This design comes from an exercise in tuning for small area, a short achievable clock period and few clock cycles per item on the open sky130 flow, not from production work. Function was checked by simulation only, so behaviour that the tests miss may differ from the original. Power and IR drop assume default switching activity.

===== flow/design.v =====
module tfv_frontend (
    input              clk,
    input              rst,             
    input              start,           
    input              clear,           
    input      [7:0]   codec_sel,       
    input      [1:0]   transport_sel,   
    input      [31:0]  buf_len,         
    output             mem_req,
    output     [10:0]  mem_addr,
    input              mem_gnt,
    input      [7:0]   mem_rdata,
    output     [1:0]   state,           
    output     [3:0]   err_code,
    output     [7:0]   err_detail,
    output     [31:0]  err_offset,
    output     [63:0]  err_expected,
    output     [63:0]  err_actual,
    output     [15:0]  crc_result,
    output     [7:0]   rec_count,
    output     [31:0]  rec_size,
    output             dg_valid,
    output     [15:0]  dg_packet_id,
    output     [7:0]   dg_seq_id,
    output     [15:0]  dg_decl_len,
    output     [119:0] dev_id
);
    localparam [1:0] ST_IDLE = 2'd0, ST_BUSY = 2'd1, ST_OK = 2'd2, ST_ERR = 2'd3;
    localparam [3:0] E_INVALID_PARAM = 4'd1, E_TOO_SHORT = 4'd2, E_LENGTH = 4'd3,
                     E_PREAMBLE = 4'd4, E_CHECKSUM = 4'd5, E_MARKER = 4'd6,
                     E_DEVID_LEN = 4'd7, E_CODEC = 4'd8, E_REC_COUNT = 4'd9;
    localparam [2:0] K_NONE  = 3'd0,
                     K_LEN   = 3'd1,    
                     K_PRE   = 3'd2,    
                     K_CODEC = 3'd3,    
                     K_N1    = 3'd4,    
                     K_N2    = 3'd5,    
                     K_IDL   = 3'd6,    
                     K_LAST  = 3'd7;    
    reg [1:0]   st;
    reg         nerr;          
    reg         nok;           
    reg         ndg;           
    reg [7:0]   codec_r;
    reg [1:0]   tr_r;
    reg [11:0]  nx;            
    wire        dg = tr_r[0];
    reg         rq;
    reg [10:0]  ra;            
    reg         pre;           
    reg         dv;            
    reg [2:0]   dk;            
    reg         dc;            
    reg [143:0] srn;           
    wire [143:0] sr = ~srn;
    reg [15:0]  crc;
    reg [7:0]   n1;
    reg         cm;            
    reg         nm;            
    reg [10:0]  q;
    reg [7:0]   rm;
    reg [3:0]   dcnt;
    reg         dact;
    reg         ep;            
    reg         ep2;           
    reg         ra11;          
    reg  [1:0]  kc;            
    reg         n2ne;          
    reg         tz;            
    reg         fin;           
    reg         cbad;          
    reg [3:0]   code;
    reg [1:0]   sub;           
    reg [1:0]   det;           
    function [15:0] crc8;
        input [15:0] c;
        input [7:0]  b;
        reg   [7:0]  t;
        reg          p;
        begin
            t    = c[7:0] ^ b;
            p    = ^t;
            crc8 = {8'h00, c[15:8]} ^ {2'b00, t, 6'd0} ^ {1'b0, t, 7'd0} ^ {p, p, 13'd0, p};
        end
    endfunction
    wire in_codec_ok = (codec_sel == 8'h08) || (codec_sel == 8'h8E) || (codec_sel == 8'h10);
    wire in_n_big    = (buf_len > 32'd2048);
    wire in_short    = transport_sel[0] ? (buf_len < 32'd2) : (buf_len < 32'd8);
    wire in_dg_pre   = (buf_len[11:0] >= 12'd26);
    wire take_start  = (st != ST_BUSY) && start && !clear;
    wire take_clear  = (st != ST_BUSY) && clear;
    wire [10:0] ra_inc = ra + 11'd1;
    reg  [10:0] ra_nx;
    reg         rq_last;
    reg  [2:0]  rk;
    always @* begin
        ra_nx   = ra_inc;
        rq_last = 1'b0;
        rk      = K_NONE;
        if (!dg) begin
            if (ra == 11'd7) ra_nx = 11'd0;
            if (ra == 11'd3) ra_nx = 11'd8;
            rq_last = (ra == nx[10:0]);
            if (ra == 11'd7)      rk = K_LEN;
            else if (ra == 11'd3) rk = K_PRE;
            else if (ra == 11'd8) rk = K_CODEC;
            else if (ra == 11'd9) rk = K_N1;
            else if (rq_last)     rk = K_LAST;
        end else if (pre) begin
            if (ra == 11'd23)      begin ra_nx = 11'd24;             rk = K_CODEC; end
            else if (ra == 11'd24) begin ra_nx = nx[10:0] + 11'd1;   rk = K_N1; end
            else                   begin ra_nx = 11'd0;              rk = K_N2; end
        end else begin
            case (ra[4:0])
            5'd1: ra_nx = 11'd4;
            5'd4: ra_nx = 11'd6;
            5'd7: ra_nx = 11'd2;
            5'd3: ra_nx = 11'd5;
            5'd5: ra_nx = 11'd8;
            default: ;
            endcase
            rq_last = (ra == 11'd22) || (ra == 11'd1 && nx < 12'd21);
            if (ra == 11'd1)       rk = K_LEN;
            else if (ra == 11'd4)  rk = K_PRE;
            else if (ra == 11'd7)  rk = K_IDL;
            else if (ra == 11'd22) rk = K_LAST;
        end
    end
    wire take = rq && mem_gnt;
    wire        proc  = (st == ST_BUSY) && dv && !ep && !fin;
    wire [7:0]  rd    = mem_rdata;
    wire [31:0] low   = {sr[23:0], rd};
    wire [12:0] nm11  = {1'b0, nx} - 13'd11;
    wire        len_eq = dg ? (low[15:0] == {4'd0, nx})
                            : (!nm11[12] && low == {20'd0, nm11[11:0]});
    wire [8:0]  dsh   = {rm, q[10]};
    wire        dfit  = dsh >= {1'b0, n1};
    wire [8:0]  dsub  = dsh - {1'b0, n1};
    wire        plen_lt3 = dg ? (nx < 12'd24) : (nx < 12'd14);
    wire        cb_now   = !dg && !(tz && low[15:0] == crc);
    wire        n2_bad   = !dg && !cm && n2ne;
    wire        fe_cb    = fin ? cbad : cb_now;
    wire        fe_nm    = fin ? nm : (nm || n2_bad);
    reg         fe_ok;
    reg  [3:0]  fe_code;
    reg  [1:0]  fe_sub;
    always @* begin
        fe_ok   = 1'b0;
        fe_code = 4'd0;
        fe_sub  = 2'd0;
        if (fe_cb) begin
            fe_code = E_CHECKSUM;
        end else if (plen_lt3) begin
            fe_code = E_TOO_SHORT; fe_sub = 2'd2;
        end else if (cm) begin
            fe_code = E_CODEC;
        end else if (fe_nm) begin
            fe_code = E_REC_COUNT;
        end else if (n1 == 8'd0) begin
            if (q != 11'd0) begin
                fe_code = E_REC_COUNT; fe_sub = 2'd1;
            end else
                fe_ok = 1'b1;
        end else if (rm != 8'd0) begin
            fe_code = E_REC_COUNT; fe_sub = 2'd2;
        end else
            fe_ok = 1'b1;
    end
    wire [10:0] pbase = dg ? 11'd23 : 11'd8;
    reg  [11:0] nk;
    always @* begin
        case (kc)
        2'd0:    nk = 12'h001;    
        2'd1:    nk = 12'h002;    
        2'd2:    nk = 12'hFFD;    
        default: nk = 12'hFFC;    
        endcase
    end
    wire [11:0] nadd  = nx + nk;
    wire [11:0] nr    = {ra11, ra};    
    wire [1:0]  plen2 = dg ? nx[1:0] - 2'd1 : nx[1:0] + 2'd1;
    wire [32:0] lexp  = {1'b0, dg ? 16'd0 : sr[31:16], sr[15:0]} + (dg ? 33'd2 : 33'd12);
    reg [10:0] off;
    reg [32:0] exp_v;
    reg [31:0] act_v;
    always @* begin
        off   = 11'd0;
        exp_v = 33'd0;
        act_v = sr[31:0];
        case (code)
        E_INVALID_PARAM: begin
            exp_v = (sub == 2'd3) ? 33'd2048 : 33'd0;
            if (sub == 2'd1) act_v = {24'd0, codec_r};
            if (sub == 2'd2) act_v = {30'd0, tr_r};
        end
        E_TOO_SHORT: begin
            if (sub == 2'd2) begin
                off = pbase; exp_v = 33'd3; act_v = {30'd0, plen2};
            end else begin
                exp_v = (sub == 2'd1) ? 33'd23 : dg ? 33'd2 : 33'd8;
                act_v = {20'd0, nr};
            end
        end
        E_LENGTH: begin
            off = dg ? 11'd0 : 11'd4; exp_v = sr[64:32]; act_v = {20'd0, nr};
        end
        E_CHECKSUM: begin
            off = ra; exp_v = {17'd0, crc};
        end
        E_MARKER: begin
            off = 11'd4; exp_v = 33'd1; act_v = {24'd0, sr[7:0]};
        end
        E_DEVID_LEN: begin
            off = 11'd6; exp_v = 33'd15; act_v = {16'd0, sr[15:0]};
        end
        E_CODEC: begin
            off = pbase; exp_v = {25'd0, codec_r}; act_v = {24'd0, rm};
        end
        E_REC_COUNT: begin
            if (sub == 2'd0) begin
                off = ra; exp_v = {25'd0, n1}; act_v = {24'd0, rm};
            end else begin
                off = pbase + 11'd2;
                act_v = (sub == 2'd1) ? {21'd0, q} : {24'd0, rm};
            end
        end
        default: ;
        endcase
    end
    always @(posedge clk) begin
        dv <= take;
        if (take) begin
            ra <= ra_nx;
            dk <= rk;
            dc <= !dg && (ra >= 11'd11) && !rq_last;
            if (dg && pre && ra != 11'd23 && ra != 11'd24)
                pre <= 1'b0;
            if (rq_last)
                rq <= 1'b0;
        end
        if (dact && st == ST_BUSY) begin
            rm   <= dfit ? dsub[7:0] : dsh[7:0];
            q    <= {q[9:0], dfit};
            dcnt <= dcnt - 4'd1;
            if (dcnt == 4'd0)
                dact <= 1'b0;
        end
        if (rst) begin
            st   <= ST_IDLE;
            nerr <= 1'b1;
            nok  <= 1'b1;
            ndg  <= 1'b1;
            rq   <= 1'b0;
            ra   <= 11'd0;
            code <= 4'd0;
            det  <= 2'd0;
            crc  <= 16'd0;
        end else if (st != ST_BUSY) begin
            if (take_clear) begin
                st   <= ST_IDLE;
                nerr <= 1'b1;
                nok  <= 1'b1;
                ndg  <= 1'b1;
                ra   <= 11'd0;
                code <= 4'd0;
                det  <= 2'd0;
                crc  <= 16'd0;
            end else if (take_start) begin
                st      <= ST_BUSY;
                nerr    <= 1'b1;
                nok     <= 1'b1;
                ndg     <= 1'b1;
                codec_r <= codec_sel;
                tr_r    <= transport_sel;
                nx      <= buf_len[11:0] - (transport_sel[0] ? 12'd2 : 12'd1);
                srn[31:0] <= ~buf_len;    
                crc     <= 16'd0;
                cm      <= 1'b0;
                nm      <= 1'b0;
                fin     <= 1'b0;
                dact    <= 1'b0;
                q       <= buf_len[10:0] - (transport_sel[0] ? 11'd26 : 11'd15);
                ep      <= 1'b1;
                ep2     <= 1'b0;
                kc      <= {1'b0, transport_sel[0]};
                rq      <= 1'b0;
                sub     <= 2'd0;
                det     <= 2'd0;
                if (!in_codec_ok) begin
                    code <= E_INVALID_PARAM; sub <= 2'd1; det <= 2'd1;
                end else if (transport_sel[1]) begin
                    code <= E_INVALID_PARAM; sub <= 2'd2; det <= 2'd2;
                end else if (in_n_big) begin
                    code <= E_INVALID_PARAM; sub <= 2'd3; det <= 2'd3;
                end else if (in_short) begin
                    code <= E_TOO_SHORT;
                end else begin
                    code <= 4'd0;
                    ep   <= 1'b0;
                    rq   <= 1'b1;
                end
                if (!transport_sel[0]) begin
                    ra <= 11'd4; pre <= 1'b0;
                end else if (in_dg_pre) begin
                    ra <= 11'd23; pre <= 1'b1;
                end else begin
                    ra <= 11'd0; pre <= 1'b0;
                end
            end
        end else begin
            if (ep2) begin
                st        <= ST_ERR;
                nerr      <= 1'b0;
                ra        <= off;
                srn[64:0] <= ~{exp_v, act_v};
            end else if (ep) begin
                ep2        <= 1'b1;
                ra         <= nadd[10:0];
                ra11       <= nadd[11];
                srn[64:32] <= ~lexp;
            end else if (fin) begin
                if (!dact) begin
                    if (fe_ok) begin
                        st <= ST_OK; nok <= 1'b0; ndg <= !dg; ra <= 11'd0;
                    end else begin
                        ep <= 1'b1;
                    end
                    code <= fe_code;
                    sub  <= fe_sub;
                    if (fe_code == E_CHECKSUM)
                        kc <= 2'd2;
                    else if (fe_code == E_REC_COUNT && fe_sub == 2'd0)
                        kc <= dg ? 2'd0 : 2'd3;
                end
            end else if (proc) begin
                srn <= {srn[135:0], ~rd};
                n2ne <= (sr[23:16] != n1);
                tz   <= (sr[15:0] == 16'd0);
                if (dc)
                    crc <= crc8(crc, sr[23:16]);
                case (dk)
                K_LEN: begin
                    if (!len_eq) begin
                        code <= E_LENGTH; ep <= 1'b1; rq <= 1'b0;
                    end else if (dg && nx < 12'd21) begin
                        code <= E_TOO_SHORT; sub <= 2'd1; ep <= 1'b1; rq <= 1'b0;
                    end
                end
                K_PRE: begin
                    if (dg ? (rd != 8'd1) : (low != 32'd0)) begin
                        code <= dg ? E_MARKER : E_PREAMBLE; ep <= 1'b1; rq <= 1'b0;
                    end
                end
                K_IDL: begin
                    if (low[15:0] != 16'd15) begin
                        code <= E_DEVID_LEN; ep <= 1'b1; rq <= 1'b0;
                    end
                end
                K_CODEC: begin
                    if (rd != codec_r) begin
                        cm <= 1'b1; rm <= rd;
                    end
                end
                K_N1: begin
                    n1 <= rd;
                    if (rd != 8'd0 && !cm) begin
                        dact <= 1'b1; rm <= 8'd0; dcnt <= 4'd10;
                    end
                end
                K_N2: begin
                    if (!cm && rd != n1) begin
                        nm <= 1'b1; rm <= rd; dact <= 1'b0;
                    end
                end
                K_LAST: begin
                    cbad <= cb_now;
                    if (n2_bad) begin
                        nm <= 1'b1; rm <= sr[31:24]; dact <= 1'b0;
                    end
                    if (dact && !n2_bad) begin
                        fin <= 1'b1;
                    end else begin
                        if (fe_ok) begin
                            st <= ST_OK; nok <= 1'b0; ndg <= !dg; ra <= 11'd0;
                        end else begin
                            ep <= 1'b1;
                        end
                        code <= fe_code;
                        sub  <= fe_sub;
                        if (fe_code == E_CHECKSUM)
                        kc <= 2'd2;
                    else if (fe_code == E_REC_COUNT && fe_sub == 2'd0)
                        kc <= dg ? 2'd0 : 2'd3;
                    end
                end
                default: ;
                endcase
            end
        end
    end
    assign mem_req      = rq;
    assign mem_addr     = ra;
    assign state        = st;
    assign err_code     = code;
    assign err_detail   = {6'd0, det};
    assign err_offset   = {21'd0, ra};
    assign err_expected = {31'd0, !nerr ? sr[64:32] : 33'd0};
    assign err_actual   = {32'd0, !nerr ? sr[31:0] : 32'd0};
    assign crc_result   = crc;
    assign rec_count    = !nok ? n1 : 8'd0;
    assign rec_size     = !nok ? {21'd0, q} : 32'd0;
    assign dg_valid     = !ndg;
    assign dg_packet_id = !ndg ? sr[143:128] : 16'd0;
    assign dg_seq_id    = !ndg ? sr[127:120] : 8'd0;
    assign dg_decl_len  = !ndg ? {5'd0, nx[10:0]} : 16'd0;
    assign dev_id       = !ndg ? sr[119:0] : 120'd0;
endmodule

===== flow/flow/run.sh =====
#!/bin/bash
export BUFFER_PORTS_ARGS="-buffer_cell sky130_fd_sc_hd__buf_1"
bash standard.sh > standard.log 2>&1

===== flow/standard.sh =====
#!/bin/bash
# synth_recipe.tcl (not shown) runs the flow's synth.tcl, then flattens the netlist and writes it again
# the make line also repeats each setting of config.mk as NAME=value (left out here)
make -C /OpenROAD-flow-scripts/flow DESIGN_CONFIG=/design/flow/config.mk WORK_HOME=/design/flow/orfs CLKGATE_MAP_FILE= SYNTH_SCRIPT=/design/flow/synth_recipe.tcl "${@:-finish}"

===== flow/config.mk =====
export PLATFORM = sky130hd
export DESIGN_NAME = tfv_frontend
export DESIGN_NICKNAME = tfv_frontend
export VERILOG_FILES = /design/flow/design.v
export SDC_FILE = /design/flow/constraint.sdc
export NUM_CORES = 4
export LEC_CHECK = 0
export ABC_AREA = 1
export CAP_MARGIN = 20
export CORE_MARGIN = 2
export CORE_UTILIZATION = 40
export SETUP_SLACK_MARGIN = 3.0
export SLEW_MARGIN = 20
export TNS_END_PERCENT = 10

===== flow/constraint.sdc =====
create_clock -name core_clock -period 6.0 [get_ports {clk}]
set_input_delay 1.2000 -clock core_clock [delete_from_list [all_inputs] [get_ports {clk}]]
set_output_delay 1.2000 -clock core_clock [all_outputs]
set_load 0.01 [all_outputs]

==> results of run 1 <==
-- power breakdown --
part / leakage [nW] / switching (mW) / internal [mW]
clock: 0.449 / 0.803 / 0.978
combinational: 5.74 / 1.35 / 0.606
sequential: 2.26 / 0.315 / 2.11
-- final timing paths --
kind / from / endpoint / slack, ps / cells past startpoint
worst min register to register: srn[67] / srn[75] / 450 / 0
worst max register to register: ep2 / ra[6] / 2880 / 8
worst min-delay path: srn[67] / srn[75] / 450 / 0
worst max-delay path: nx[3] / dg_decl_len[3] / 2800 / 3
-- synthesized netlist by cell type, drive strengths merged (26+ instances only) --
| cell | n |
|---|---|
| a21oi | 136 |
| buf | 176 |
| clkbuf | 65 |
| dfxtp | 65 |
| edfxtp | 191 |
| ha | 39 |
| inv | 264 |
| nand2 | 511 |
| nand3 | 122 |
| nand4 | 44 |
| nor2 | 482 |
| nor3 | 54 |
| o21ai | 169 |
| o221ai | 36 |
| o22ai | 26 |
| xnor2 | 31 |
| xor2 | 60 |
-- critical path, cell delays in order, from the launching register on --
cell      delay, ps
edfxtp_1        760
inv_1           300
nor2_1          160
buf_1           180
-- metrics by stage --
stage / power (mW) / cells / instance area, um2
3_3_place_gp: 4.27 / 3453 / 20200
3_5_place_dp: 4.27 / 3453 / 20200
4_1_cts: 6.05 / 3509 / 21200
2_1_floorplan: 3.65 / 2724 / 19500
6_report: 6.16 / 3539 / 21500
5_1_grt: 6.42 / 3539 / 21500
-- area by class of cell --
class | count | share of cell area
tap | 607 | 0.0353
antenna | 2 | 0.000233
sequential | 256 | 0.327
inverter | 266 | 0.0475
clock inverter | 21 | 0.00808
timing repair buffer | 390 | 0.0814
clock buffer | 33 | 0.0344
multi-input combinational | 1961 | 0.465
timing repair inverter | 3 | 0.000930
-- metal layers --
metal  vias up  GRT usage  share of wire
met1      9528      0.445           0.41
met5         -          0              0
li1       9106          -              -
met4         0     0.0911          0.031
met2      1283      0.503           0.45
met3       147     0.0462           0.10
-- logic make-up (layout without fill, tap and decap cells) --
group                    count (synthesis)  in the layout  synth area share
other                                    1            118          0.000197
adder cells (fa/ha/maj)                 43             43            0.0299
AND/OR/NAND/NOR                       1238           1238             0.275
AO/OA/AOI/OAI                          473            473             0.152
buffers and inverters                  507            713             0.131
XOR/XNOR                                91             91            0.0423
flip-flops                             256            256             0.370
-- timing repair --
item,CTS,global route
buffers inserted,1,25
pin swaps,0,1
gates cloned,1,2
endpoints found under the hold margin,0,0
endpoints found under the setup margin,432,313
resized for setup,9,22
-- placed cells by master, fill, tap and decap left out, types with 38 or more instances in the layout --
master,instances
nand2_1,505
nor2_1,458
buf_1,341
inv_1,244
edfxtp_1,191
o21ai_0,160
a21oi_1,132
conb_1,116
nand3_1,115
dfxtp_1,62
xor2_1,60
nor3_1,53
nand4_1,42
buf_4,40
ha_1,38
==> run_results.csv, run 1 <==
group,metric,value,unit
run_status,status,"no timing/DRC/antenna violations",
floorplanning,initial_utilization,0.406,
synth,yosys_warnings,1,
grt,overflow,0,
floorplanning,dieWidth,222,um
final_layout,multiInputGateArea,0.0100,mm2
critical_path,critPathLaunchType,"register",
floorplanning,io_pins,458,
timing,rsz0062_at_grt,"yes",
timing,fin_crit_sh,0.533,
power_and_ir_drop,p_per_area,286,mW/mm2
clocking,cts_root_buf,"clkbuf_16",
final_layout,nets,3005,
power_and_ir_drop,power.leakage,8.45,nW
critical_path,critical_path_arrival,2000,ps
timing,setup_tns,0,ps
clocking,insertion_delay,610,ps
routing,vias,20100,
timing,timing.fmax,313,MHz
clocking,ctsLongestPathBuffers,3,
synth,synth_seq_cells,256,
routing,drt-pass1-iter-count,6,
timing,worst_slew_margin_rel,0.389,
routing,drt_iter0_drc,2570,
floorplanning,core-area,0.0468,mm2
grt,grt_max_degree,67,
floorplanning,die_area,0.0493,mm2
power_and_ir_drop,vdd_ir_drop_max,0.213,mV
placement,portBuffers,341,
routing,wl_per_cell,23.5,um
final_layout,syn_to_final_growth,13.2,%
synth,synth.distinct_cells,71,
final_layout,register_area,0.00705,mm2
synth,seq_area_frac_synth,0.370,
clocking,cts.clk_slew.worst_paths,60,ps
synth,async_flop_share,0,
synth,synth_top_area_share,0.302,
critical_path,required,4800,ps
grt,grt_pass1_vias,17700,
clocking,cts.sink_count,256,
timing,whs,448,ps
floorplanning,rows,79,
synth,avgSynthCellArea,7.28,um2
synth,synth.cell_area,0.0190,mm2
timing,setup_viol,0,
timing,setup_slack,2800,ps
floorplanning,die_h,222,um
timing,hold_violations,0,
routing,ant_nets,0,
synth,synth_area_leaders,"edfxtp_1, nand2_1, nor2_1",
clocking,cts_tree,"built",
timing,worst_pin_slew,909,ps
placement,place.gp.congestion,0.988,
synth,yosys_most_used_dff,"edfxtp_1",
clocking,h-tree-depth,1,
min_path,min_path_type,"reg -> reg",
placement,post-place-ws,1970,ps
synth,synth_cells,2609,
placement,hpwlAfterDp,63100,um
timing,fin_worst_skew,29.8,ps
grt,antenna_found_initial,2,
synth,synth-edff-count,191,
routing,drc_errors,0,
critical_path,crit_type,"reg -> out",
grt,grt_pass1_wl,117000,um
clocking,hold_buffers,0,
synth,synth_top_area_cell,"edfxtp_1",
routing,wl,83100,um
final_layout,post-route-util,0.460,
critical_path,end_kind,"output port",
clocking,cts_made_buffers,29,
final_layout,drive_above_1_share,0.0608,
timing,slew_viol_final,0,
critical_path,cp_max_fo,10,
final_layout,n_fill_cell,4831,
timing,fin_crit,3200,ps
run,cap_violations,0,
grt,track_usage,0.316,
routing,avgViaCountPerCell,5.67,
Testbench counts, summed over its fixed seeds: cycles 62,792, frames 384.
==> run 2, diff against run 1 <==
--- a/flow/config.mk
+++ b/flow/config.mk
@@ -6,5 +6,4 @@
 export NUM_CORES = 4
 export LEC_CHECK = 0
-export ABC_AREA = 1
 export CAP_MARGIN = 20
 export CORE_MARGIN = 2
@@ -12,3 +11,2 @@
 export SETUP_SLACK_MARGIN = 3.0
 export SLEW_MARGIN = 20
-export TNS_END_PERCENT = 10
==> run 2 against run 1 <==
  * First-iteration DRC count decreased by 9.8%
  * Routed wire length decreased by 11%
  * Count of clock-buffer cells in the layout increased by 3
  * Still clean on timing, DRC and antenna
  * Utilization increased by 2.1 points
==> run_results.csv, run 2 <==
group,metric,value,unit
run_status,status,"no timing/DRC/antenna violations",
critical_path,r2r_slack,2980,ps
timing,fin_crit,3020,ps
synth,synth_cells,2185,
placement,place_area,0.0195,mm2
grt,grt_max_degree,99,
synth,synth-edff-count,191,
floorplanning,die_h,218,um
final_layout,final_area,0.0218,mm2
floorplanning,dieWidth,218,um
clocking,insertion_delay,600,ps
run,cap_violations,0,
critical_path,crit_type,"reg -> reg",
synth,seq_area_frac_synth,0.384,
routing,ant_nets,0,
placement,post-place-ws,2180,ps
floorplanning,rows,78,
final_layout,drive_above_1_share,0.115,
final_layout,diodes,0,
placement,place.gp.congestion,0.967,
synth,synth_compound_area_frac,0.165,
synth,synth_top_area_cell,"edfxtp_1",
synth,muxShareOfSynthArea,0.00847,
clocking,cts_root_buf,"clkbuf_16",
synth,async_flop_share,0,
synth,avgSynthCellArea,8.38,um2
timing,slew_viol_final,0,
grt,overflow,0,
clocking,cts_tree,"built",
synth,synth_xor_area_frac,0.0808,
synth,synth_top_family_by_area,"simple AND/OR/NAND/NOR gates",
grt,grt_pass1_vias,16400,
timing,fin_crit_sh,0.503,
synth,synth_area_leaders,"edfxtp_1, nor2_1, dfxtp_1",
timing,setup_slack,2980,ps
power_and_ir_drop,power.leakage,7.65,nW
clocking,h-tree-depth,1,
critical_path,end_kind,"register",
routing,vias,18400,
floorplanning,core-area,0.0453,mm2
final_layout,layout_common_cells,"nor2_1, buf_1, edfxtp_1",
clocking,ctsLongestPathBuffers,3,
placement,portBuffers,341,
critical_path,critical_path_arrival,3360,ps
timing,fin_worst_skew,17.4,ps
timing,timing.fmax,332,MHz
grt,antenna_found_initial,1,
final_layout,final_common_cell,"nor2_1",
clocking,cts_made_buffers,30,
power_and_ir_drop,vdd_ir_drop_max,0.245,mV
grt,grt_pass1_wl,106000,um
grt,track_usage,0.295,
routing,avgViaCountPerCell,5.85,
placement,hpwlAfterDp,51800,um
synth,yosys_most_used_dff,"edfxtp_1",
synth,yosys_warnings,1,
final_layout,nets,2613,
clocking,cts.clk_slew.worst_paths,60,ps
timing,worst_pin_slew,1050,ps
synth,synthTopCellsByCount,"nor2_1, edfxtp_1, nand2_1",
synth,yosys.cell_count.top_type,"nor2_1",
synth,synth_seq_cells,256,
power_and_ir_drop,p_per_area,234,mW/mm2
synth,yosys.area_share.simple,0.230,
timing,hold_violations,0,
floorplanning,die_area,0.0475,mm2
timing,setup_viol,0,
final_layout,finalNonFillerCells,3139,
floorplanning,io_pins,458,
routing,drc_errors,0,
timing,rsz0062_at_grt,"yes",
clocking,cts.sink_count,256,
floorplanning,initial_utilization,0.404,
synth,synth-adder-area-share,0.0310,
critical_path,cp_max_fo,3,
routing,drt-pass1-iter-count,6,
synth,synth.cell_area,0.0183,mm2
synth,synth.distinct_cells,81,
routing,wl_per_cell,23.5,um
timing,worst_slew_margin_rel,0.303,
final_layout,syn_to_final_growth,18.9,%
critical_path,required,6340,ps
timing,whs,450,ps
routing,drt_iter0_drc,2318,
critical_path,critPathLaunchType,"register",
routing,wl,73800,um
timing,setup_tns,0,ps
synth,synth_top_area_share,0.313,
placement,place_inst,2972,
min_path,min_path_type,"reg -> reg",
[run 2: what timing repair did]
action	CTS	global route
endpoints found under the setup margin	358	106
buffers inserted	74	36
hold buffers	0	0
pin swaps	6	17
gates resized for setup	44	66
gates cloned	1	0
[run 2: area by class of cell]
cell class              instances  area [um2]
fillers                      4498       23500
flip-flops and latches        256        7050
clock inverters                20         208
clock buffers                  36         793
inverters                      57         231
repair inverters                1        7.51
well taps                     600         751
repair buffers                477        2450
multi-input cells            1692       10300
[run 2: worst paths after layout]
kind | endpoint | startpoint | depth (start not counted)
setup reg to reg | srn[52] | register | 9
hold / removal | srn[112] | srn[104] | 0
setup / recovery | srn[52] | register | 9
hold reg to reg | srn[112] | srn[104] | 0
[run 2: worst max-delay path, cell delays in order, from the launching register on]
cell and delay, ps:
edfxtp_1 530, buf_6 180, or4_4 560, nor3_4 270, buf_6 140, nand2_2 60
or4_4 420, xor2_1 170, mux2_2 260, o22a_1 170
[run 2: metal layers]
metal / part of all wire / wire length (um) / global-route usage
met5: 0 / 0 / 0
met4: 0.047 / 3500 / 0.117
met1: 0.41 / 30200 / 0.410
met3: 0.096 / 7050 / 0.0427
met2: 0.45 / 33000 / 0.459
[run 2: cells by family after synthesis]
logic type	after synthesis
xor+xnor	169
simple gates	901
fa+ha+maj	43
flops	256
other cells	1
mux	15
buf+inv	352
compound gates	448
[run 2: per-stage QoR]
stage	utilization	power (mW)
2_1_floorplan	-	2.88
3_3_place_gp	0.431	3.11
3_5_place_dp	0.431	3.12
4_1_cts	0.470	5.06
5_1_grt	0.481	5.28
6_report	0.481	5.09
[run 2: report_power, final]
group	leakage, nW	internal, mW	switching (mW)	total (mW)
Clock	0.489	1.08	0.787	1.86
Combinational	4.90	0.435	0.615	1.05
Sequential	2.26	2.00	0.184	2.18
Total	7.65	3.51	1.59	5.09
==> run 3, diff against run 2 <==
--- a/flow/config.mk
+++ b/flow/config.mk
@@ -9,4 +9,6 @@
 export CORE_MARGIN = 2
 export CORE_UTILIZATION = 40
+export CTS_CLUSTER_DIAMETER = 150
+export CTS_CLUSTER_SIZE = 20
 export SETUP_SLACK_MARGIN = 3.0
 export SLEW_MARGIN = 20
==> run 3 against run 2 <==
  * Cell count decreased by 0.83%
  * Area after synthesis unchanged
  * Die area unchanged
  * Global-route usage decreased by 0.37 points
  * Sequential share of layout area increased by 0.60 points
  * Largest cell class unchanged
  * Clock skew increased by 22 ps
  * Count of clock-buffer cells in the layout decreased by 9
  * Utilization decreased by 0.88 points
  * Sequential power about the same
  * Largest power group unchanged
==> run_results.csv, run 3 <==
group,metric,value,unit
final_layout,nets,2601,
routing,drt-pass1-iter-count,5,
synth,synth.cell_area,0.0183,mm2
timing,setup_tns,0,ps
synth,yosys_warnings,1,
placement,place.gp.congestion,0.967,
routing,ant_nets,0,
synth,yosys.cell_count.top_type,"nor2_1",
timing,hold_violations,0,
timing,worst_pin_slew,1030,ps
clocking,h-tree-depth,1,
grt,antenna_found_initial,0,
synth,synth_top_area_cell,"edfxtp_1",
final_layout,register_area,0.00705,mm2
final_layout,syn_to_final_growth,16.8,%
clocking,cts_made_buffers,16,
synth,synthTopCellsByCount,"nor2_1, edfxtp_1, nand2_1",
final_layout,finalNonFillerCells,3113,
floorplanning,die_area,0.0475,mm2
run_status,status,"no timing/DRC/antenna violations",
critical_path,cp_max_fo,5,
timing,fin_crit_sh,0.510,
power_and_ir_drop,p_per_area,207,mW/mm2
grt,track_usage,0.291,
timing,fin_crit,3060,ps
synth,avgSynthCellArea,8.38,um2
placement,place_inst,2972,
routing,vias,18200,
grt,overflow,0,
clocking,cts.clk_slew.worst_paths,100,ps
final_layout,drive_above_1_share,0.107,
final_layout,final_area,0.0214,mm2
min_path,min_path_type,"reg -> reg",
clocking,cts_tree,"built",
floorplanning,rows,78,
final_layout,multiInputGateArea,0.0104,mm2
final_layout,layout_common_cells,"nor2_1, buf_1, edfxtp_1",
floorplanning,core-area,0.0453,mm2
final_layout,diodes,0,
grt,grt_max_degree,99,
routing,wl,73000,um
floorplanning,initial_utilization,0.404,
final_layout,final_common_cell,"nor2_1",
timing,fin_worst_skew,39.8,ps
critical_path,required,6300,ps
synth,seq_area_frac_synth,0.384,
critical_path,crit_type,"in -> reg",
floorplanning,io_pins,458,
critical_path,critical_path_arrival,3360,ps
floorplanning,die_h,218,um
synth,synth_area_leaders,"edfxtp_1, nor2_1, dfxtp_1",
power_and_ir_drop,vdd_ir_drop_max,0.209,mV
routing,drt_iter0_drc,2006,
placement,portBuffers,341,
routing,drc_errors,0,
clocking,cts_root_buf,"clkbuf_16",
clocking,insertion_delay,540,ps
clocking,ctsLongestPathBuffers,3,
synth,synth_cells,2185,
critical_path,critPathLaunchType,"input port",
placement,hpwlAfterDp,51800,um
run,cap_violations,0,
final_layout,n_fill_cell,4539,
clocking,cts.sink_count,256,
routing,avgViaCountPerCell,5.84,
grt,grt_pass1_vias,16200,
timing,slew_viol_final,0,
placement,place_area,0.0195,mm2
timing,worst_slew_margin_rel,0.315,
synth,synth-edff-count,191,
synth,async_flop_share,0,
power_and_ir_drop,p_total,4.43,mW
floorplanning,dieWidth,218,um
synth,yosys_most_used_dff,"edfxtp_1",
routing,wl_per_cell,23.5,um
timing,rsz0062_at_grt,"yes",
synth,synth_seq_cells,256,
critical_path,end_kind,"register",
grt,grt_pass1_wl,105000,um
synth,synth_top_area_share,0.313,
timing,setup_viol,0,
power_and_ir_drop,power.leakage,7.45,nW
timing,timing.fmax,327,MHz
synth,synth.distinct_cells,81,
run 3: cell counts after synthesis:
Identical to the previous run, type by type.
run 3: layout make-up:
type,count,area share
inverters,57,0.0108
flip-flops and latches,256,0.330
repair inverters,1,0.000351
repair buffers,479,0.116
clock buffers,27,0.0217
well taps,600,0.0351
clock inverters,1,0.00140
multi-input cells,1692,0.484
run 3: repair_timing:
item,in CTS,in global routing
hold buffers,0,0
setup buffers,66,46
endpoints found under the setup margin,365,188
resized for setup,50,67
pin swaps,7,21
gates cloned,1,0
run 3: through the flow:
step,util,worst slack [ps],hold WS (ps)
after floorplan,-,2670,427
after global placement,0.431,2270,435
after detailed placement,0.431,2180,433
after CTS,0.458,2960,451
after global routing,0.472,2920,463
final,0.472,2940,452
run 3: critical path, cell delays in order:
cell and delay [ps]:
buf_8 100, or4_4 530, or3_4 420, nand4b_1 210, a21oi_2 190, buf_4 140, buf_4 100, o21ai_1 190
nor2_1 220, nor2_1 50
run 3: worst paths after layout:
kind	startpoint	end	slack [ps]	cells after the start
worst min register to register	srn[72]	srn[80]	450	0
worst max register to register	register	srn[63]	3020	9
worst min-delay path	srn[72]	srn[80]	450	0
worst max-delay path	buf_len[8]	sub[0]	2940	10
run 3: routing by layer:
| layer | GRT usage | share of wire | vias to the layer above |
|---|---|---|---|
| li1 | - | - | 8136 |
| met1 | 0.409 | 0.41 | 8738 |
| met2 | 0.456 | 0.45 | 1125 |
| met3 | 0.0399 | 0.096 | 189 |
| met5 | 0 | 0 | - |
| met4 | 0.105 | 0.043 | 0 |
run 3: logic make-up after synthesis:
family,synth area share
simple gates,0.230
flops,0.384
compound gates,0.165
other cells,0.000205
buf+inv,0.0994
mux,0.00847
fa+ha+maj,0.0310
xor+xnor,0.0808
run 3: power by group:
group / switching (mW) / leakage, nW / internal (mW)
Clock: 0.624 / 0.235 / 0.576
Sequential: 0.186 / 2.26 / 2.00
Combinational: 0.613 / 4.95 / 0.439
==> run 4, diff against run 3 <==
--- a/flow/config.mk
+++ b/flow/config.mk
@@ -6,4 +6,5 @@
 export NUM_CORES = 4
 export LEC_CHECK = 0
+export ABC_AREA = 1
 export CAP_MARGIN = 20
 export CORE_MARGIN = 2
==> run 4 against run 3 <==
  * Utilization fell by 1.8 points
  * Register-to-register slack improved by 30 ps
  * Highest routed layer unchanged
  * Via count rose by 11%
  * Final area fell by 0.74%
  * Routed wire length rose by 15%
  * Die area rose by 3.7%
==> run_results.csv, run 4 <==
group,metric,value,unit
run_status,status,"no timing/DRC/antenna violations",
clocking,cts_root_buf,"clkbuf_16",
run,cap_violations,0,
synth,synth_top_area_cell,"edfxtp_1",
clocking,cts.clk_slew.worst_paths,90,ps
timing,setup_viol,0,
clocking,ctsLongestPathBuffers,3,
synth,synth.cell_area,0.0190,mm2
timing,fin_crit_sh,0.493,
synth,synth_cells,2609,
placement,place.gp.congestion,0.980,
power_and_ir_drop,sw_frac_of_total,0.417,
power_and_ir_drop,power_switching,2.33,mW
final_layout,post-route-util,0.454,
power_and_ir_drop,p_int,3.27,mW
routing,wl,84000,um
final_layout,finalNonFillerCells,3516,
final_layout,nets,2997,
synth,synthTopCellsByCount,"nand2_1, nor2_1, inv_1",
timing,worst_slew_margin_rel,0.397,
grt,top_usage_layer,"met2",
min_path,min_path_type,"reg -> reg",
final_layout,drive_above_1_share,0.0626,
power_and_ir_drop,comb_power_share,0.353,
floorplanning,dieWidth,222,um
floorplanning,die_area,0.0493,mm2
routing,drt-pass1-iter-count,6,
critical_path,cp_max_fo,9,
grt,grt_pass1_vias,17800,
critical_path,critPathLaunchType,"register",
power_and_ir_drop,seq_power_share,0.431,
floorplanning,rows,79,
routing,ant_nets,0,
final_layout,syn_to_final_growth,11.7,%
floorplanning,io_pins,458,
grt,grt_max_degree,67,
synth,synth_seq_cells,256,
floorplanning,core-area,0.0468,mm2
power_and_ir_drop,power.leakage,8.27,nW
timing,fin_crit,2960,ps
final_layout,layout_common_cells,"nand2_1, nor2_1, buf_1",
timing,hold_violations,0,
synth,seq_area_frac_synth,0.370,
routing,vias,20100,
synth,synth.distinct_cells,71,
routing,avgViaCountPerCell,5.72,
grt,antenna_found_initial,0,
clocking,insertion_delay,560,ps
grt,track_usage,0.322,
final_layout,n_fill_cell,4856,
grt,grt_use_met3,0.0625,
routing,drc_errors,0,
critical_path,critical_path_arrival,1760,ps
grt,met2_usage,0.513,
floorplanning,initial_utilization,0.406,
placement,portBuffers,341,
power_and_ir_drop,clkPwrFrac,0.215,
placement,hpwlAfterDp,63200,um
clocking,hold_buffers,0,
timing,timing.fmax,338,MHz
critical_path,end_kind,"output port",
routing,drt_iter0_drc,2579,
grt,use_met1,0.444,
grt,overflow,0,
synth,synth_area_leaders,"edfxtp_1, nand2_1, nor2_1",
synth,yosys.cell_count.top_type,"nand2_1",
synth,yosys_most_used_dff,"edfxtp_1",
synth,yosys_warnings,1,
power_and_ir_drop,p_per_area,264,mW/mm2
power_and_ir_drop,vdd_ir_drop_max,0.175,mV
clocking,cts_made_buffers,16,
routing,wl_per_cell,23.9,um
synth,avgSynthCellArea,7.28,um2
clocking,cts.sink_count,256,
synth,synth-edff-count,191,
final_layout,final_common_cell,"nand2_1",
timing,setup_tns,0,ps
clocking,h-tree-depth,1,
timing,rsz0062_at_grt,"no",
critical_path,crit_type,"reg -> out",
timing,fin_worst_skew,64.5,ps
synth,synth_top_area_share,0.302,
timing,slew_viol_final,0,
clocking,cts_tree,"built",
placement,place_inst,3451,
final_layout,diodes,0,
grt,grt_pass1_wl,119000,um
power_and_ir_drop,p_total,5.60,mW
critical_path,required,4800,ps
floorplanning,die_h,222,um
synth,async_flop_share,0,
timing,worst_pin_slew,905,ps
-- run 4: cell types whose count changed after synthesis, sizes merged, moves of 37 or more --
| cell | delta |
|---|---|
| nand2 | +339 |
| inv | +208 |
| xnor2 | -84 |
| clkbuf | -81 |
| nor2 | +81 |
| o21ai | +76 |
| nand3 | +74 |
| a21oi | +44 |
| nor2b | -37 |
-- run 4: worst max-delay path, cell delays in order (launching register included) --
cell and delay [ps]:
edfxtp_1 690, nor2_1 330, buf_1 190
-- run 4: kinds of logic after synthesis --
family                     count (synthesis)  share of synthesized area
AOI/OAI and AO/OA                        473                      0.152
xor gates and xnor gates                  91                     0.0423
adders and majority gates                 43                     0.0299
buffers and inverters                    507                      0.131
DFF                                      256                      0.370
other                                      1                   0.000197
and+or+nand+nor                         1238                      0.275
-- run 4: layout make-up --
cell class                 count  area, um2  area share
sequential                   256       7050       0.332
multi-input combinational   1961      10000       0.473
timing repair inverter         4       25.0     0.00118
timing repair buffer         394       1830      0.0863
inverter                     266       1030      0.0487
clock buffer                  28        488      0.0230
tap                          607        759      0.0358
-- run 4: repair_timing --
action / in CTS / in global routing
cloned: 4 / 1
resized for setup: 25 / 31
pin swaps: 0 / 9
setup buffers: 14 / 17
endpoints found under the setup margin: 456 / 137
-- run 4: routing by layer --
metal  vias up  share of wire
li1       9063              -
met1      9596           0.41
met2      1287           0.45
met3       162           0.11
met4         0          0.032
met5         -              0
-- run 4: final timing paths --
| kind | start | end | slack (ps) | depth (start not counted) |
|---|---|---|---|---|
| max | register | err_actual[0] | 3040 | 2 |
| min | srn[81] | srn[89] | 450 | 0 |
| max reg2reg | code[0] | register | 3050 | 8 |
| min reg2reg | srn[81] | srn[89] | 450 | 0 |
-- run 4: power groups by stage --
stage	Sequential (mW)	Combinational, mW	Clock (mW)
after floorplan	2.27	1.39	0
after global placement	2.47	1.80	0
after detailed placement	2.47	1.81	0
after CTS	2.40	1.90	1.22
after global routing	2.42	2.14	1.27
final	2.41	1.98	1.21
-- run 4: stage by stage --
stage / hold slack [ps] / area, um2 / worst slack [ps]
5_1_grt: 471 / 21200 / 2960
2_1_floorplan: 427 / 19500 / 2960
4_1_cts: 455 / 20900 / 2980
3_3_place_gp: 433 / 20200 / 2170
3_5_place_dp: 438 / 20200 / 2120
6_report: 453 / 21200 / 3040
==> run 5, diff against run 4 <==
--- a/flow/config.mk
+++ b/flow/config.mk
@@ -12,4 +12,4 @@
 export CTS_CLUSTER_DIAMETER = 150
 export CTS_CLUSTER_SIZE = 20
-export SETUP_SLACK_MARGIN = 3.0
+export SETUP_SLACK_MARGIN = 3.3
 export SLEW_MARGIN = 20
==> run 5 against run 4 <==
  * Worst setup slack gained 92 ps
  * Utilization increased by 7.6 points
  * Cell count rose by 3.3%
  * Power rose by 9.2%
==> run_results.csv, run 5 <==
group,metric,value,unit
critical_path,worstRegToRegCells,17,
floorplanning,io_pins,458,
timing,rsz0062_at_grt,"yes",
critical_path,crit_type,"reg -> out",
floorplanning,core-area,0.0468,mm2
routing,drt-met1-wl,35700,um
final_layout,layout_common_cells,"nand2_1, nor2_1, inv_1",
clocking,cts.sink_count,256,
critical_path,cp_max_fo,4,
synth,synthTopCellsByCount,"nand2_1, nor2_1, inv_1",
synth,synth_area_leaders,"edfxtp_1, nand2_1, nor2_1",
run,cap_violations,0,
placement,post-place-ws,2210,ps
floorplanning,dieWidth,222,um
critical_path,crit_end,"dev_id[0]",
synth,synth.distinct_cells,71,
synth,synth.cell_area,0.0190,mm2
final_layout,post-route-util,0.530,
critical_path,max_stage_delay,390,ps
synth,synth_seq_cells,256,
power_and_ir_drop,comb_power_share,0.416,
critical_path,critPathLaunchType,"register",
synth,synth_cells,2609,
routing,avgViaCountPerCell,5.76,
synth,muxShareOfSynthArea,0,
routing,wl,90400,um
final_layout,syn_to_final_growth,30.3,%
timing,worst_pin_slew,831,ps
synth,yosys_most_used_dff,"edfxtp_1",
critical_path,r2r_slack,3260,ps
critical_path,cpMaxStageDelayCell,"dfxtp_4",
critical_path,end_kind,"output port",
synth,yosys.cell_count.top_type,"nand2_1",
synth,synth_top_family_by_area,"simple AND/OR/NAND/NOR gates",
final_layout,drive_above_1_share,0.208,
floorplanning,rows,79,
power_and_ir_drop,power.leakage,10.0,nW
timing,hold_violations,0,
grt,grt_pass1_wl,125000,um
power_and_ir_drop,seq_power_share,0.388,
synth,yosys.area_share.simple,0.275,
synth,synth-adder-area-share,0.0299,
synth,avgSynthCellArea,7.28,um2
timing,setup_slack,3130,ps
timing,setup_tns,0,ps
routing,drt-pass1-iter-count,6,
timing,slew_viol_final,0,
timing,timing.fmax,349,MHz
clocking,hold_buffers,0,
routing,vias,20900,
grt,grt_pass1_vias,18400,
critical_path,r2r_end,"srn[60]",
routing,met2_length,40100,um
critical_path,crit_path_cell_trace,"buf_12, buf_12, buf_8, buf_16, nor2_4, buf_6",
synth,synth-edff-count,191,
clocking,cts.clk_slew.worst_paths,100,ps
routing,wl_per_cell,24.9,um
clocking,cts_root_buf,"clkbuf_16",
final_layout,n_fill_cell,4470,
synth,synth_top_area_cell,"edfxtp_1",
critical_path,path_delay_family,"buffers and inverters",
timing,worst_slew_margin_rel,0.442,
final_layout,final_common_cell,"nand2_1",
synth,seq_area_frac_synth,0.370,
power_and_ir_drop,p_int,3.59,mW
grt,grt_max_degree,48,
floorplanning,die_h,222,um
power_and_ir_drop,power_switching,2.53,mW
synth,synth_top_area_share,0.302,
placement,hpwlAfterDp,62500,um
power_and_ir_drop,p_per_area,247,mW/mm2
clocking,cts_tree,"built",
power_and_ir_drop,p_total,6.12,mW
timing,setup_viol,0,
routing,top_layer,"met4",
timing,fin_crit_sh,0.478,
synth,synth_xor_area_frac,0.0423,
final_layout,nets,3112,
critical_path,crit_buf_inv,5,
grt,antenna_found_initial,0,
synth,synth_compound_area_frac,0.152,
synth,async_flop_share,0,
placement,place.gp.congestion,1.01,
timing,fin_crit,2870,ps
min_path,min_path_type,"reg -> reg",
critical_path,cp.depth,6,
timing,fin_worst_skew,35.1,ps
routing,drt_iter0_drc,2626,
floorplanning,die_area,0.0493,mm2
critical_path,critical_path_arrival,1670,ps
routing,ant_nets,0,
grt,track_usage,0.342,
grt,overflow,0,
power_and_ir_drop,sw_frac_of_total,0.414,
power_and_ir_drop,clkPwrFrac,0.197,
clocking,cts_made_buffers,16,
clocking,h-tree-depth,1,
run_status,status,"no timing/DRC/antenna violations",
routing,drc_errors,0,
critical_path,required,4800,ps
critical_path,critPathLaunch,"ndg",
placement,portBuffers,341,
routing,wl_met3,10200,um
clocking,insertion_delay,540,ps
power_and_ir_drop,vdd_ir_drop_max,0.188,mV
floorplanning,initial_utilization,0.406,
synth,yosys_warnings,1,
critical_path,cpMostUsedCell,"buf_12",
clocking,ctsLongestPathBuffers,3,
run 5: cell counts after synthesis:
No cell type changed its count.
run 5: area by class of cell:
cell class	instances	area, um2	area share
multi-input cells	1961	11100	0.448
flip-flops and latches	256	7060	0.285
repair buffers	511	4300	0.174
inverters	266	1040	0.0422
well taps	607	759	0.0307
clock buffers	28	488	0.0197
repair inverters	2	15.0	0.000606
diodes	2	5.00	0.000202
run 5: logic make-up after synthesis:
kind of cell	after synthesis
AOI/OAI and AO/OA	473
xor gates and xnor gates	91
adders and majority gates	43
buffers and inverters	507
DFF	256
other	1
and+or+nand+nor	1238
run 5: stage by stage:
| stage | hold WS, ps | instances | instance area (um2) |
|---|---|---|---|
| after floorplan | 427 | 2724 | 19500 |
| after global placement | 435 | 3454 | 20200 |
| after detailed placement | 433 | 3455 | 20300 |
| after CTS | 457 | 3585 | 23200 |
| after global routing | 504 | 3631 | 24800 |
| final | 484 | 3633 | 24800 |
run 5: worst min path at each step:
| stage | start | endpoint | slack [ps] | cells after the start |
|---|---|---|---|---|
| after detailed placement | srn[81] | srn[89] | 430 | 0 |
| after floorplan | srn[92] | srn[100] | 430 | 0 |
| after global routing | srn[65] | srn[73] | 500 | 0 |
| after CTS | srn[126] | srn[134] | 460 | 0 |
| final | dcnt[0] | dcnt[0] | 480 | 2 |
| after global placement | srn[71] | srn[79] | 430 | 0 |
run 5: per-layer routing:
layer,global-route usage,up-vias
met4,0.130,0
met1,0.465,9938
met3,0.0745,231
li1,-,9314
met5,0,-
met2,0.534,1450
run 5: power groups by stage:
stage / logic, mW / clock network (mW) / registers [mW]
3_3_place_gp: 1.81 / 0 / 2.46
4_1_cts: 2.28 / 1.22 / 2.36
5_1_grt: 2.71 / 1.26 / 2.38
2_1_floorplan: 1.39 / 0 / 2.27
6_report: 2.54 / 1.20 / 2.37
3_5_place_dp: 1.82 / 0 / 2.47
run 5: tightest hold or removal path, delay by kind of cell (launching register included):
family	cells	cell delay [ps]
AO/OA/AOI/OAI	1	60
flip-flops	1	330
AND/OR/NAND/NOR	1	60
run 5: what timing repair did:
item	CTS	global route
pin swaps	84	62
cloned	23	2
endpoints found under the setup margin	511	374
buffers inserted	79	44
resized for setup	377	331
==> run 6, diff against run 5 <==
--- a/flow/config.mk
+++ b/flow/config.mk
@@ -12,4 +12,4 @@
 export CTS_CLUSTER_DIAMETER = 150
 export CTS_CLUSTER_SIZE = 20
-export SETUP_SLACK_MARGIN = 3.3
+export SETUP_SLACK_MARGIN = 3.2
 export SLEW_MARGIN = 20
==> run 6 against run 5 <==
  * Critical path depth down 2
  * Power fell by 6.6%
  * Cell count fell by 1.5%
  * Clock power hardly changed
  * Highest routed layer is now met5
  * Critical path type unchanged
  * Critical endpoint is now dev_id[101]
  * Synthesized cell count unchanged
  * Worst setup slack improved by 16 ps
  * Flip-flop and latch count did not move
  * Area after synthesis stayed put
  * Worst hold slack lost 28 ps
  * Die area stayed put
==> run_results.csv, run 6 <==
group,metric,value,unit
timing,fin_crit_sh,0.475,
routing,drc_errors,0,
floorplanning,die_area,0.0493,mm2
clocking,cts_root_buf,"clkbuf_16",
synth,synth_top_area_cell,"edfxtp_1",
timing,hold_violations,0,
timing,worst_pin_slew,785,ps
power_and_ir_drop,power.leakage,8.74,nW
clocking,cts.sink_count,256,
placement,hpwlAfterDp,63300,um
critical_path,crit_type,"reg -> out",
grt,overflow,0,
routing,wl_per_cell,24.2,um
synth,synth-edff-count,191,
run_status,status,"no timing/DRC/antenna violations",
timing,setup_tns,0,ps
timing,timing.fmax,351,MHz
placement,portBuffers,341,
critical_path,required,4800,ps
grt,antenna_found_initial,4,
routing,drt_iter0_drc,2747,
synth,seq_area_frac_synth,0.370,
timing,fin_worst_skew,59.9,ps
min_path,holdPathStages,0,
routing,avgViaCountPerCell,5.72,
clocking,cts_tree,"built",
grt,track_usage,0.331,
synth,synth-adder-area-share,0.0299,
final_layout,drive_above_1_share,0.101,
min_path,min_path_type,"reg -> reg",
synth,avgSynthCellArea,7.28,um2
synth,synth_xor_area_frac,0.0423,
final_layout,nets,3056,
power_and_ir_drop,vdd_ir_drop_max,0.186,mV
grt,grt_pass1_wl,122000,um
power_and_ir_drop,p_per_area,259,mW/mm2
synth,synth.distinct_cells,71,
synth,yosys.area_share.simple,0.275,
placement,place_area,0.0202,mm2
floorplanning,die_h,222,um
floorplanning,io_pins,458,
floorplanning,core-area,0.0468,mm2
synth,yosys_most_used_dff,"edfxtp_1",
grt,grt_pass1_vias,18000,
synth,yosys.cell_count.top_type,"nand2_1",
routing,ant_nets,0,
critical_path,critical_path_arrival,1650,ps
routing,drt-pass1-iter-count,6,
synth,synth_compound_area_frac,0.152,
timing,setup_viol,0,
run,cap_violations,0,
routing,wl,86400,um
synth,synthTopCellsByCount,"nand2_1, nor2_1, inv_1",
timing,fin_crit,2850,ps
synth,async_flop_share,0,
floorplanning,dieWidth,222,um
synth,synth_cells,2609,
timing,worst_slew_margin_rel,0.473,
synth,muxShareOfSynthArea,0,
synth,synth_top_area_share,0.302,
synth,synth_top_family_by_area,"simple AND/OR/NAND/NOR gates",
timing,slew_viol_final,0,
synth,synth_area_leaders,"edfxtp_1, nand2_1, nor2_1",
critical_path,end_kind,"output port",
critical_path,cp_max_fo,7,
final_layout,final_common_cell,"nand2_1",
clocking,ctsLongestPathBuffers,3,
critical_path,critPathLaunchType,"register",
synth,synth.cell_area,0.0190,mm2
clocking,cts.clk_slew.worst_paths,110,ps
clocking,hold_buffers,0,
floorplanning,initial_utilization,0.406,
routing,vias,20500,
placement,place.gp.congestion,0.975,
synth,synth_seq_cells,256,
clocking,insertion_delay,550,ps
final_layout,layout_common_cells,"nand2_1, nor2_1, buf_1",
clocking,cts_made_buffers,16,
timing,rsz0062_at_grt,"yes",
synth,yosys_warnings,1,
grt,grt_max_degree,46,
final_layout,syn_to_final_growth,16.2,%
floorplanning,rows,79,
clocking,h-tree-depth,1,
final_layout,final_area,0.0221,mm2
critical_path,worstRegToRegCells,13,
==> run 6: cell counts after synthesis <==
No cell type changed its count.
==> run 6: cell type report <==
type | instances | area (um2)
Inverter | 266 | 1040
Antenna cell | 3 | 7.51
Tap cell | 607 | 759
Timing Repair Buffer | 452 | 2470
Fill cell | 4882 | 24700
Timing Repair inverter | 3 | 20.0
Sequential cell | 256 | 7050
Multi-Input combinational cell | 1963 | 10300
Clock buffer | 28 | 488
==> run 6: worst paths after layout <==
path / slack (ps) / to / from
max: 3150 / dev_id[101] / ndg
min reg2reg: 460 / srn[87] / srn[79]
max reg2reg: 3250 / srn[57] / tr_r[0]
min: 460 / srn[87] / srn[79]
==> run 6: layer usage <==
layer  global-route usage  part of all wire  vias to the layer above
li1                     -                 -                     9189
met1                0.458              0.41                     9750
met2                0.519              0.45                     1350
met3               0.0675              0.11                      174
met4                0.104             0.034                        2
met5                    0           0.00014                        -
==> run 6: per-stage QoR <==
| step | cells | util | total power, mW | hold WS [ps] | setup slack (ps) |
|---|---|---|---|---|---|
| floorplan | 2724 | - | 3.65 | 427 | 2960 |
| global placement | 3447 | 0.431 | 4.27 | 436 | 2100 |
| detailed placement | 3447 | 0.431 | 4.28 | 437 | 2010 |
| CTS | 3531 | 0.456 | 5.57 | 456 | 3150 |
| global route | 3576 | 0.472 | 5.97 | 469 | 3130 |
| finish | 3578 | 0.472 | 5.72 | 455 | 3150 |
==> run 6: logic make-up after synthesis <==
group                    Yosys count
XOR/XNOR                          91
other                              1
AO/OA/AOI/OAI                    473
flip-flops                       256
buffers and inverters            507
adder cells (fa/ha/maj)           43
AND/OR/NAND/NOR                 1238
==> run 6: critical path, cell delays in order (launching register included) <==
cell,delay [ps]
dfxtp_4,440
buf_12,160
buf_4,150
nor2_1,150
buf_1,200
==> run 6: what timing repair did <==
item / 4_1_cts / 5_1_grt
hold endpoints to repair: 0 / 0
setup buffers: 49 / 39
setup endpoints to repair: 508 / 267
gates cloned: 7 / 5
pin swaps: 6 / 11
gates resized for setup: 48 / 108
==> run 6: report_power, final <==
group | leakage, nW | switching, mW | internal [mW]
Sequential | 2.26 | 0.297 | 2.10
Combinational | 6.24 | 1.43 | 0.676
Clock | 0.234 | 0.648 | 0.560
==> run 7, diff against run 6 <==
--- a/flow/config.mk
+++ b/flow/config.mk
@@ -12,4 +12,4 @@
 export CTS_CLUSTER_DIAMETER = 150
 export CTS_CLUSTER_SIZE = 20
-export SETUP_SLACK_MARGIN = 3.2
+export SETUP_SLACK_MARGIN = 3.18
 export SLEW_MARGIN = 20
==> run 7 against run 6 <==
  * Die area unchanged
  * Still clean on timing, DRC and antenna
  * Area after synthesis did not move
  * Synthesized cell count stayed put
  * Power down 1.4%
  * Largest power group unchanged
==> run_results.csv, run 7 <==
group,metric,value,unit
routing,avgViaCountPerCell,5.72,
power_and_ir_drop,p_int,3.30,mW
grt,antenna_found_initial,2,
synth,synthTopCellsByCount,"nand2_1, nor2_1, inv_1",
synth,synth-edff-count,191,
synth,avgSynthCellArea,7.28,um2
grt,grt_pass1_vias,18100,
clocking,cts.sink_count,256,
critical_path,cpMaxStageDelayCell,"edfxtp_1",
timing,worst_slew_margin_rel,0.443,
timing,setup_viol,0,
clocking,cts_made_buffers,16,
routing,drt_iter0_drc,2547,
grt,overflow,0,
floorplanning,initial_utilization,0.406,
placement,place.gp.congestion,0.996,
synth,async_flop_share,0,
critical_path,cp_max_fo,4,
synth,synth_area_leaders,"edfxtp_1, nand2_1, nor2_1",
synth,yosys_warnings,1,
timing,worst_pin_slew,829,ps
floorplanning,die_h,222,um
timing,setup_tns,0,ps
routing,vias,20300,
synth,synth.cell_area,0.0190,mm2
min_path,min_path_type,"reg -> reg",
final_layout,layout_common_cells,"nand2_1, nor2_1, buf_1",
placement,hpwlAfterDp,62600,um
grt,track_usage,0.324,
clocking,cts.clk_slew.worst_paths,100,ps
critical_path,required,6260,ps
clocking,ctsLongestPathBuffers,3,
clocking,cts_tree,"built",
synth,yosys.cell_count.top_type,"nand2_1",
final_layout,final_area,0.0216,mm2
timing,slew_viol_final,0,
critical_path,crit_type,"reg -> reg",
synth,synth.distinct_cells,71,
placement,portBuffers,341,
run_status,status,"no timing/DRC/antenna violations",
synth,synth_seq_cells,256,
floorplanning,die_area,0.0493,mm2
critical_path,max_stage_delay,400,ps
synth,synth_cells,2609,
power_and_ir_drop,clkPwrFrac,0.213,
final_layout,syn_to_final_growth,13.8,%
critical_path,critical_path_arrival,3060,ps
final_layout,drive_above_1_share,0.0790,
routing,wl_per_cell,23.6,um
timing,timing.fmax,358,MHz
clocking,h-tree-depth,1,
routing,ant_nets,0,
floorplanning,rows,79,
placement,place_area,0.0202,mm2
timing,fin_crit_sh,0.466,
timing,hold_violations,0,
floorplanning,dieWidth,222,um
timing,whs,455,ps
synth,synth_top_area_cell,"edfxtp_1",
synth,yosys_most_used_dff,"edfxtp_1",
critical_path,end_kind,"register",
power_and_ir_drop,seq_power_share,0.425,
final_layout,diodes,0,
final_layout,n_fill_cell,4852,
grt,grt_max_degree,50,
grt,grt_pass1_wl,119000,um
synth,seq_area_frac_synth,0.370,
final_layout,final_common_cell,"nand2_1",
critical_path,crit_path_cell_trace,"inv_1, ha_1, nand3_1, nand3_1, nand2_1, nor2_4, inv_1, nor2_4, nand3_2, inv_2, nand2_1, nor2_2, nand2_1, nand2_1, nand2_1, nor2_1, o21ai_1",
run,cap_violations,0,
power_and_ir_drop,vdd_ir_drop_max,0.167,mV
routing,drt-pass1-iter-count,5,
timing,fin_worst_skew,46.4,ps
power_and_ir_drop,sw_frac_of_total,0.414,
routing,drc_errors,0,
routing,wl,83700,um
timing,rsz0062_at_grt,"yes",
power_and_ir_drop,power.leakage,8.52,nW
final_layout,nets,3024,
power_and_ir_drop,power_switching,2.33,mW
floorplanning,io_pins,458,
timing,fin_crit,2800,ps
power_and_ir_drop,comb_power_share,0.362,
clocking,insertion_delay,550,ps
synth,synth_top_area_share,0.302,
floorplanning,core-area,0.0468,mm2
clocking,cts_root_buf,"clkbuf_16",
critical_path,cpMostUsedCell,"nand2_1",
critical_path,critPathLaunchType,"register",
power_and_ir_drop,p_per_area,261,mW/mm2
run 7: cell count changes in the layout (fill, tap and decap cells not counted), sizes merged:
cell,before,now
buf,432,406
clkbuf,47,44
inv,256,258
diode,3,0
clkinvlp,12,8
nor2,483,482
run 7: worst paths after layout:
check,depth (start not counted),end,startpoint,slack (ps)
hold / removal,0,srn[88],srn[80],460
hold reg to reg,0,srn[88],srn[80],460
setup / recovery,17,srn[60],register,3200
setup reg to reg,17,srn[60],register,3200
run 7: kinds of logic (layout without fill, tap and decap cells):
| family | Yosys count | count (layout) | synth area share |
|---|---|---|---|
| AO/OA/AOI/OAI | 473 | 474 | 0.152 |
| XOR/XNOR | 91 | 91 | 0.0423 |
| adder cells (fa/ha/maj) | 43 | 43 | 0.0299 |
| buffers and inverters | 507 | 718 | 0.131 |
| flip-flops | 256 | 256 | 0.370 |
| other | 1 | 116 | 0.000197 |
| AND/OR/NAND/NOR | 1238 | 1238 | 0.275 |
run 7: cell type report:
type                            instances  area (um2)  area share
Sequential cell                       256        7050       0.326
Tap cell                              607         759      0.0351
Timing Repair Buffer                  423        2150      0.0992
Clock buffer                           28         488      0.0226
Timing Repair inverter                  1        7.51    0.000347
Multi-Input combinational cell       1962       10100       0.469
Inverter                              266        1030      0.0476
run 7: metal layers:
layer	up-vias	track usage	routed length, um
met1	9555	0.448	33900
met2	1398	0.509	37300
met4	2	0.119	3540
li1	9132	-	-
met3	196	0.0538	8970
met5	-	0	12
run 7: per-stage QoR:
step                power, mW  worst slack, ps  std cells  utilization
finish                   5.63             3200       3543        0.463
global route             5.90             3060       3543        0.463
CTS                      5.55             3190       3518        0.454
detailed placement       4.29             2310       3454        0.433
global placement         4.26             2130       3453        0.432
floorplan                3.65             2960       2724            -
run 7: what timing repair did:
item,CTS,global route
resized for setup,32,62
buffers inserted,33,24
hold buffers,0,0
pin swaps,5,9
cloned,3,1
endpoints found under the setup margin,484,221
run 7: worst max-delay path: cells and delay by family, from the launching register on:
| kind | cells | cell delay [ps] |
|---|---|---|
| and+or+nand+nor | 12 | 1360 |
| DFF | 1 | 400 |
| adders and majority gates | 1 | 360 |
| buffers and inverters | 3 | 330 |
| AOI/OAI and AO/OA | 1 | 70 |
run 7: power groups by stage:
stage / Combinational [mW] / Sequential, mW / Clock, mW
after floorplan: 1.39 / 2.27 / 0
after global routing: 2.21 / 2.40 / 1.28
after CTS: 1.94 / 2.39 / 1.22
after detailed placement: 1.82 / 2.47 / 0
final: 2.04 / 2.40 / 1.20
after global placement: 1.80 / 2.46 / 0
==> run 8, diff against run 7 <==
--- a/flow/config.mk
+++ b/flow/config.mk
@@ -12,4 +12,4 @@
 export CTS_CLUSTER_DIAMETER = 150
 export CTS_CLUSTER_SIZE = 20
-export SETUP_SLACK_MARGIN = 3.18
+export SETUP_SLACK_MARGIN = 3.1
 export SLEW_MARGIN = 20
==> run 8 against run 7 <==
  * Utilization is 0.44 points lower
  * Flip-flop and latch count stayed put
  * Still clean
  * Sequential share of layout area is 0.31 points higher
  * Critical path type unchanged
  * Cell count is 0.34% lower
  * Sequential power hardly changed
  * Critical path depth stayed put
  * Routed wire length hardly changed
  * Register-to-register slack worse by 100 ps
  * Largest power group unchanged
  * Largest cell class unchanged
==> run_results.csv, run 8 <==
group,metric,value,unit
clocking,cts_made_buffers,16,
routing,ant_nets,0,
synth,synth_xor_area_frac,0.0423,
placement,place_inst,3449,
synth,yosys_most_used_dff,"edfxtp_1",
run,cap_violations,0,
timing,fin_crit_sh,0.483,
synth,synth_cells,2609,
critical_path,required,6230,ps
synth,muxShareOfSynthArea,0,
routing,wl,83700,um
critical_path,max_stage_delay,430,ps
floorplanning,die_area,0.0493,mm2
final_layout,nets,3012,
power_and_ir_drop,sw_frac_of_total,0.415,
clocking,cts_root_buf,"clkbuf_16",
timing,setup_viol,0,
synth,yosys.area_share.simple,0.275,
run_status,status,"no timing/DRC/antenna violations",
critical_path,end_kind,"register",
final_layout,layout_common_cells,"nand2_1, nor2_1, buf_1",
grt,grt_max_degree,62,
clocking,insertion_delay,550,ps
floorplanning,die_h,222,um
floorplanning,io_pins,458,
clocking,cts.sink_count,256,
synth,seq_area_frac_synth,0.370,
grt,track_usage,0.317,
synth,avgSynthCellArea,7.28,um2
synth,synth_area_leaders,"edfxtp_1, nand2_1, nor2_1",
timing,rsz0062_at_grt,"yes",
grt,antenna_found_initial,1,
synth,synth-edff-count,191,
placement,portBuffers,341,
synth,synth_compound_area_frac,0.152,
power_and_ir_drop,seq_power_share,0.434,
power_and_ir_drop,p_total,5.61,mW
placement,place_area,0.0202,mm2
final_layout,final_area,0.0214,mm2
synth,synthTopCellsByCount,"nand2_1, nor2_1, inv_1",
clocking,hold_buffers,0,
critical_path,crit_path_cell_trace,"buf_4, inv_4, buf_12, ha_4, nand2_1, nand3_1, nand2_2, nor2_4, inv_1, nor2_4, nand3_2, inv_2, nand2_2, nor2_2, nor2_1, nor2_1, o22ai_1",
timing,worst_slew_margin_rel,0.248,
floorplanning,rows,79,
timing,setup_tns,0,ps
grt,grt_pass1_wl,117000,um
synth,synth_top_area_share,0.302,
floorplanning,initial_utilization,0.406,
timing,fin_worst_skew,50.0,ps
final_layout,syn_to_final_growth,12.7,%
final_layout,final_common_cell,"nand2_1",
min_path,min_path_type,"reg -> reg",
timing,hold_violations,0,
power_and_ir_drop,comb_power_share,0.351,
final_layout,drive_above_1_share,0.0708,
floorplanning,core-area,0.0468,mm2
timing,slew_viol_final,0,
grt,grt_pass1_vias,17400,
power_and_ir_drop,power.leakage,8.36,nW
timing,timing.fmax,345,MHz
routing,vias,20300,
routing,drt-pass1-iter-count,6,
critical_path,cp_max_fo,11,
critical_path,crit_type,"reg -> reg",
timing,fin_crit,2900,ps
synth,synth-adder-area-share,0.0299,
clocking,ctsLongestPathBuffers,3,
timing,worst_pin_slew,1130,ps
power_and_ir_drop,clkPwrFrac,0.215,
synth,yosys_warnings,1,
routing,avgViaCountPerCell,5.74,
synth,async_flop_share,0,
power_and_ir_drop,vdd_ir_drop_max,0.215,mV
critical_path,cpMaxStageDelayCell,"edfxtp_1",
placement,place.gp.congestion,0.977,
final_layout,finalNonFillerCells,3531,
power_and_ir_drop,p_int,3.28,mW
routing,drt_iter0_drc,2681,
power_and_ir_drop,power_switching,2.32,mW
clocking,cts.clk_slew.worst_paths,90,ps
routing,wl_per_cell,23.7,um
clocking,cts_tree,"built",
clocking,h-tree-depth,1,
grt,overflow,0,
synth,yosys.cell_count.top_type,"nand2_1",
final_layout,diodes,0,
synth,synth_top_area_cell,"edfxtp_1",
synth,synth_seq_cells,256,
floorplanning,dieWidth,222,um
placement,hpwlAfterDp,62400,um
critical_path,critical_path_arrival,3130,ps
synth,synth.distinct_cells,71,
critical_path,crit_buf_inv,5,
critical_path,path_delay_family,"simple AND/OR/NAND/NOR gates",
final_layout,post-route-util,0.458,
synth,synth_top_family_by_area,"simple AND/OR/NAND/NOR gates",
power_and_ir_drop,p_per_area,262,mW/mm2
critical_path,critPathLaunchType,"register",
routing,drc_errors,0,
synth,synth.cell_area,0.0190,mm2
run 8: cell counts after synthesis:
No cell type changed its count.
run 8: worst paths after layout:
path	start	end	slack, ps	depth (start not counted)
hold reg to reg	srn[70]	srn[78]	460	0
hold / removal	srn[70]	srn[78]	460	0
setup reg to reg	tr_r[0]	srn[44]	3100	17
setup / recovery	tr_r[0]	srn[44]	3100	17
run 8: area by class of cell:
type	instances	area, um2
clock buffers	28	488
inverters	266	1030
well taps	607	759
flip-flops and latches	256	7050
fillers	4818	25300
repair buffers	411	2000
repair inverters	2	15.0
multi-input cells	1961	10100
run 8: layer usage:
layer  GRT usage  share of wire  vias to the layer above
li1            -              -                     9096
met1       0.449           0.41                     9646
met2       0.501           0.45                     1362
met3      0.0512           0.10                      178
met4      0.0874          0.035                        2
met5           0        0.00031                        -
run 8: repair_timing:
action	in CTS	in global routing
gates cloned	1	3
buffers inserted	20	30
pin swaps	1	9
gates resized for setup	27	46
endpoints found under the setup margin	413	302
run 8: kinds of logic after synthesis:
family	after synthesis
other cells	1
xor+xnor	91
flops	256
fa+ha+maj	43
compound gates	473
buf+inv	507
simple gates	1238
run 8: power by group through the flow:
stage               Combinational [mW]  Clock [mW]  Sequential, mW
detailed placement                1.79           0            2.48
global placement                  1.77           0            2.48
global route                      2.14        1.27            2.44
CTS                               1.87        1.21            2.41
floorplan                         1.39           0            2.27
finish                            1.97        1.20            2.43
run 8: metrics by stage:
stage / worst slack [ps] / hold slack (ps)
6_report: 3100 / 456
4_1_cts: 3010 / 456
3_5_place_dp: 2240 / 436
2_1_floorplan: 2960 / 427
3_3_place_gp: 2100 / 434
5_1_grt: 3010 / 459
run 8: worst reg2reg max path: stages (launching register included):
cell	delay (ps)
edfxtp_1	430
buf_4	150
inv_4	60
buf_12	150
ha_4	290
nand2_1	70
nand3_1	120
nand2_2	80
nor2_4	120
inv_1	100
nor2_4	160
nand3_2	120
inv_2	100
nand2_2	70
nor2_2	160
nor2_1	80
nor2_1	210
o22ai_1	110
